Context: an optimization exercise on an open-source flow, tuned for small area, a short achievable clock period and few clock cycles per item. The choices shown serve that exercise and are no tape-out recipe.
Only simulation tests tie the RTL to the original design; equivalence was not proved.
Power is estimated from default activity; no workload was simulated.

## job 3780
==> flow/design.v (excerpt) <==
module gpcf (
    input  wire        clk,
    input  wire        rst,
    input  wire [4:0]  cfg_size,
    input  wire        cfg_white_sets,
    input  wire        cfg_reject_b2_bit3,
    input  wire        in_valid,
    output wire        in_ready,
    input  wire [2:0]  in_op,
    input  wire [31:0] in_data,
    input  wire [2:0]  in_kind,
    input  wire        in_seq,
    input  wire        in_ack,
    input  wire        in_colour,
    input  wire [7:0]  in_x,
    input  wire [7:0]  in_y,
    output reg         o_valid,
    output reg  [3:0]  o_ev,
    output reg  [1:0]  o_abort,
    output reg  [1:0]  o_status,
    output wire [7:0]  o_byte,
    output wire [31:0] o_frame,
    output wire [2:0]  o_kind,
    output wire [9:0]  o_value,
    output wire        o_seq,
    output wire        o_ack,
    output wire        o_colour,
    output wire [7:0]  o_x,
    output wire [7:0]  o_y
);
==> flow/config.mk <==
export PLATFORM = sky130hd
export DESIGN_NAME = gpcf
export DESIGN_NICKNAME = gpcf
export VERILOG_FILES = /design/flow/design.v
export SDC_FILE = /design/flow/constraint.sdc
export NUM_CORES = 4
export LEC_CHECK = 0
export ABC_AREA = 1
export CAP_MARGIN = 20
export CORE_MARGIN = 2
export CORE_UTILIZATION = 70
export CTS_BUF_LIST = sky130_fd_sc_hd__clkbuf_8
export SLEW_MARGIN = 20
==> flow/constraint.sdc <==
create_clock -name core_clock -period 17.0 [get_ports {clk}]
set_input_delay 3.4000 -clock core_clock [delete_from_list [all_inputs] [get_ports {clk}]]
set_output_delay 3.4000 -clock core_clock [all_outputs]
set_load 0.01 [all_outputs]
standard.sh (not shown) runs the stock make flow with config.mk's settings and CLKGATE_MAP_FILE= SYNTH_SCRIPT=/design/flow/synth_recipe.tcl, a recipe that flattens the netlist after the stock synthesis.
==> flow/flow/run.sh <==
#!/bin/bash
# Standard synthesis and layout (the standard.sh), with single-drive
# port buffers and timing repair aimed beyond the constraint's slack.
set -euo pipefail
export BUFFER_PORTS_ARGS="-buffer_cell sky130_fd_sc_hd__buf_1"
export SETUP_SLACK_MARGIN=12.66
bash standard.sh synth > synth.log 2>&1
bash standard.sh > layout.log 2>&1
In summary, job 3780 completed successfully, with a layout that passed the timing, design-rule and antenna checks.
Testbench counts of job 3780, summed over its fixed seeds: cycles 32,016, items 32,000.
Edits applied to the flow inputs when going from job 3780 to job 9783:
Settings: CORE_UTILIZATION changed from 70 to 65.
--- a/flow/flow/run.sh
+++ b/flow/flow/run.sh
@@ -5,3 +5,3 @@
 export BUFFER_PORTS_ARGS="-buffer_cell sky130_fd_sc_hd__buf_1"
-export SETUP_SLACK_MARGIN=12.66
+export SETUP_SLACK_MARGIN=12.6
 bash standard.sh synth > synth.log 2>&1
Findings:
Compared with job 3780, job 9783 shows a share of total power in the clock network that is 3.7 points higher. Going from job 3780 to job 9783, fraction of standard cell area in multi-input logic moved up; area share of fa/ha/maj cells after synthesis level. Compared with job 3780, placement density in the core of job 9783 is lower. Job 9783 against job 3780: total non-filler cell area in the finished layout lower, number of clock buffers in the layout fell 1, final cell count without fillers essentially unchanged. Any difference in final-layout worst hold slack between job 9783 and job 3780 is small enough to ignore. Share of power burned in combinational logic was higher in job 3780 than in job 9783.
Setup changes, job 9783 to job 9058
Settings: swapping 65 for 70 in CORE_UTILIZATION.
--- a/flow/flow/run.sh
+++ b/flow/flow/run.sh
@@ -6,2 +6,3 @@
 export SETUP_SLACK_MARGIN=12.6
+export CTS_ARGS="-sink_clustering_enable -repair_clock_nets -buf_list sky130_fd_sc_hd__clkbuf_8 -root_buf sky130_fd_sc_hd__clkbuf_16"
 bash standard.sh synth > synth.log 2>&1
Notes after the runs:
A endpoint of the worst setup timing path of o_frame[26] is what job 9783 shows, while o_frame[30] belongs to job 9058.
Diff job 9058 and job 9783: met3 usage in global routing lower in job 9783
Going from job 9783 to job 9058, power density relative to cell area went down; proportion of cell area occupied by multi-input gates went up; global-route usage went up; worst hold slack did not really move; non-clock buffer total of the final layout went down.
Taking job 9783 as the reference point, the routed length on met2 of job 9058 falls by 330 um.
Between job 9058 and job 9783, the cell leakage power is lower for job 9058.
Input changes introduced in job 6204 (baseline for comparison: job 9058):
--- a/flow/flow/run.sh
+++ b/flow/flow/run.sh
@@ -6,3 +6,3 @@
 export SETUP_SLACK_MARGIN=12.6
-export CTS_ARGS="-sink_clustering_enable -repair_clock_nets -buf_list sky130_fd_sc_hd__clkbuf_8 -root_buf sky130_fd_sc_hd__clkbuf_16"
+export CTS_ARGS="-sink_clustering_enable -repair_clock_nets -buf_list sky130_fd_sc_hd__clkbuf_4 -root_buf sky130_fd_sc_hd__clkbuf_16"
 bash standard.sh synth > synth.log 2>&1
--- outcome ---
- Slew at the pin closest to its max-slew limit: job 6204 > job 9058
- Job 6204 ends up with higher logic gate share of total power than job 9058 does.
- Job 6204 vs job 9058, via count went down by about 1.5%.
- NOTE overall power consumption job 9058->job 6204 decreased by a few percent
- Delta(routed wire length, job 6204 - job 9058) < 0
- NOTE: final instance area in job 6204 falls short of that of job 9058
- Summary of job 6204 over job 9058: clock-pin slew of the registers on the worst-case setup and hold paths increased by 0.05 ns relative to the old numbers; layout overhead on the synthesized area decreased 1.4 points; global-route usage fell 0.61 points; hold slack roughly the same.
diff inputs: job 6204 => job 5679
--- a/flow/flow/run.sh
+++ b/flow/flow/run.sh
@@ -6,3 +6,2 @@
 export SETUP_SLACK_MARGIN=12.6
-export CTS_ARGS="-sink_clustering_enable -repair_clock_nets -buf_list sky130_fd_sc_hd__clkbuf_4 -root_buf sky130_fd_sc_hd__clkbuf_16"
 bash standard.sh synth > synth.log 2>&1
[summary]
Timing, DRC, antenna: 0 failures across job 6204 and job 5679
Count of clock-buffer cells in the layout was lower in the run labelled job 5679.
The synthesized instance count on job 6204 is in line with that on job 5679.
Final cell area: job 5679 above job 6204
Cmp job 6204 and job 5679 / routed length on met3 / higher: job 5679
Delta (job 5679 minus job 6204): number of global-route vias before repair rose 84, global routing usage on met3 rose by 0.25 points.
The following lists how job 9289 was set up differently from job 5679:
==> flow/flow/run.sh <==
#!/bin/bash
# Standard synthesis (the standard.sh), its combinational logic re-mapped
# for area under a delay target (registers untouched, see remap.tcl), then
# the standard layout, with single-drive port buffers and timing repair
# aimed beyond the constraint's slack.  Each tool logs to its own file here.
set -euo pipefail
export BUFFER_PORTS_ARGS="-buffer_cell sky130_fd_sc_hd__buf_1"
export SETUP_SLACK_MARGIN=12.6
bash standard.sh synth > synth.log 2>&1
export RESULTS=$PWD/orfs/results/sky130hd/gpcf/base
export REMAP_DELAY_PS=${REMAP_DELAY_PS:-3400}
if "$FLOW_HOME/../tools/install/yosys/bin/yosys" -c flow/remap.tcl > remap.log 2>&1 \
   && [[ -s $RESULTS/1_2_yosys_remap.v ]]; then
  cp "$RESULTS/1_2_yosys_remap.v" "$RESULTS/1_2_yosys.v"
fi
bash standard.sh > layout.log 2>&1
==> flow/flow/remap.tcl (new file) <==
# Yosys: re-map the standard synthesis's combinational logic for area
# under a delay target.  Every register (and tie cell) stays the cell
# instance the standard synthesis made, under the same name.
yosys -import
set lib $::env(FLOW_HOME)/platforms/sky130hd/lib/sky130_fd_sc_hd__tt_025C_1v80.lib
set res $::env(RESULTS)

read_liberty -ignore_miss_func $lib
read_verilog $res/1_2_yosys.v
hierarchy -top gpcf
setattr -mod -set keep_hierarchy 1 sky130_fd_sc_hd__*df* sky130_fd_sc_hd__conb_*
flatten
opt_clean -purge
tee -o $res/remap_before.txt stat -liberty $lib

set d $::env(REMAP_DELAY_PS)
set script [open $res/remap.abc w]
puts $script "strash\ndch\nmap -D $d\ntopo\nstime -c\nbuffer -c\nupsize -c\ndnsize -c"
close $script
set constr [open $res/remap_abc.constr w]
puts $constr "set_driving_cell sky130_fd_sc_hd__buf_1"
puts $constr "set_load 5"
close $constr
abc -liberty $lib -dont_use *lpflow* -dont_use *probe* -constr $res/remap_abc.constr \
  -script $res/remap.abc -D $d
opt_clean -purge
splitnets
opt_clean -purge
hilomap -singleton -hicell sky130_fd_sc_hd__conb_1 HI -locell sky130_fd_sc_hd__conb_1 LO
insbuf -buf sky130_fd_sc_hd__buf_4 A X
opt_clean -purge
tee -o $res/remap_after.txt stat -liberty $lib
select gpcf
write_verilog -noattr -nohex -nodec -selected $res/1_2_yosys_remap.v
Changes observed in job 9289 relative to job 5679: gate count of the mapped netlist +2.8%, overall routing resource usage +1.9 points, height of the die -1.5%.

========
## the previous run
Another version of the RTL of gpcf (not shown whole).
Size in the first run: ~130 flip-flops, ~150 I/O pins.
==> flow/config.mk <==
export PLATFORM = sky130hd
export DESIGN_NAME = gpcf
export DESIGN_NICKNAME = gpcf
export VERILOG_FILES = /design/flow/design.v
export SDC_FILE = /design/flow/constraint.sdc
export NUM_CORES = 4
export LEC_CHECK = 0
export ABC_AREA = 1
export CAP_MARGIN = 20
export CORE_MARGIN = 2
export CORE_UTILIZATION = 40
export SLEW_MARGIN = 20
==> flow/constraint.sdc <==
create_clock -name core_clock -period 17.0 [get_ports {clk}]
set_input_delay 3.4000 -clock core_clock [delete_from_list [all_inputs] [get_ports {clk}]]
set_output_delay 3.4000 -clock core_clock [all_outputs]
set_load 0.01 [all_outputs]
==> flow/flow/run.sh <==
#!/bin/bash
# Standard synthesis and layout (the standard.sh), with single-drive
# port buffers and timing repair aimed beyond the constraint's slack.
set -euo pipefail
export BUFFER_PORTS_ARGS="-buffer_cell sky130_fd_sc_hd__buf_1"
export SETUP_SLACK_MARGIN=12.5
bash standard.sh synth > synth.log 2>&1
bash standard.sh > layout.log 2>&1
The flow did not stop early for the previous run: all stages ran, and the layout cleared the timing, design-rule and antenna checks.
Testbench counts of the previous run, summed over its fixed seeds: cycles 32,016, items 32,000.
Input-level comparison between the current run and the previous run:
- putting CTS_BUF_LIST at sky130_fd_sc_hd__clkbuf_8 where nothing was set
- swapping 40 for 55 in CORE_UTILIZATION
## What came out
- The share of the final layout cell area in multi-input gates in the current run sits 1.8 points above the value recorded for the previous run.
- The current run — via count 1.1% higher, the previous run as reference
- Combined area of the multi-input logic cells: the current run vs the previous run — no meaningful difference
- The current run vs the previous run, number of fill cells in the layout went down by 34%.
- The current run ended up with registers as its top power group; the previous run ended up with clock.
- The previous run has a higher final non-filler cell area than the current run.
- Looking at worst setup slack, the current run sits above the previous run.

separate check: timing with driven ports:
How much do the figures lean on ideal ports? The routed layouts below were timed once more, with nothing changed but the port constraints.
Step 1: set_driving_cell puts a clkbuf_16 on clk and a buf_2 on each other input, an assumption about the parent block.
Step 2 adds t to the input delays and takes it off the output delays; t is the mean of the earliest and latest rising clock arrival at the registers after step 1. Input paths then give back, and output paths get back, about the clock's delay inside the block.
a / b / c = no drivers / after step 1 / after step 2; a / b = the first two.
run	t, ns	setup slack, ns	worst setup path after step 2	clock arrival spread, ns	pins driven straight from the clock port
job 3780	0.473	12.642 / 12.605 / 12.441	input to register	0.012 / 0.013	1
job 9783	0.472	12.629 / 12.596 / 12.295	input to register	0.007 / 0.007	1
job 9058	0.405	12.683 / 12.640 / 12.436	input to register	0.014 / 0.014	1
job 6204	0.408	12.669 / 12.629 / 12.438	input to register	0.019 / 0.019	1
job 5679	0.474	12.632 / 12.595 / 12.348	input to register	0.012 / 0.012	1
job 9289	0.464	12.618 / 12.585 / 12.278	input to register	0.017 / 0.017	1
the previous run	0.461	12.453 / 12.456 / 11.996	input to register	0.015 / 0.015	1
the current run	0.486	12.515 / 12.525 / 12.039	input to register	0.014 / 0.014	1
After both steps setup and hold are still met in every run listed. For the current run, which loses most, drivers alone change the setup slack by +0.010 ns; drivers and shift together by -0.476 ns.
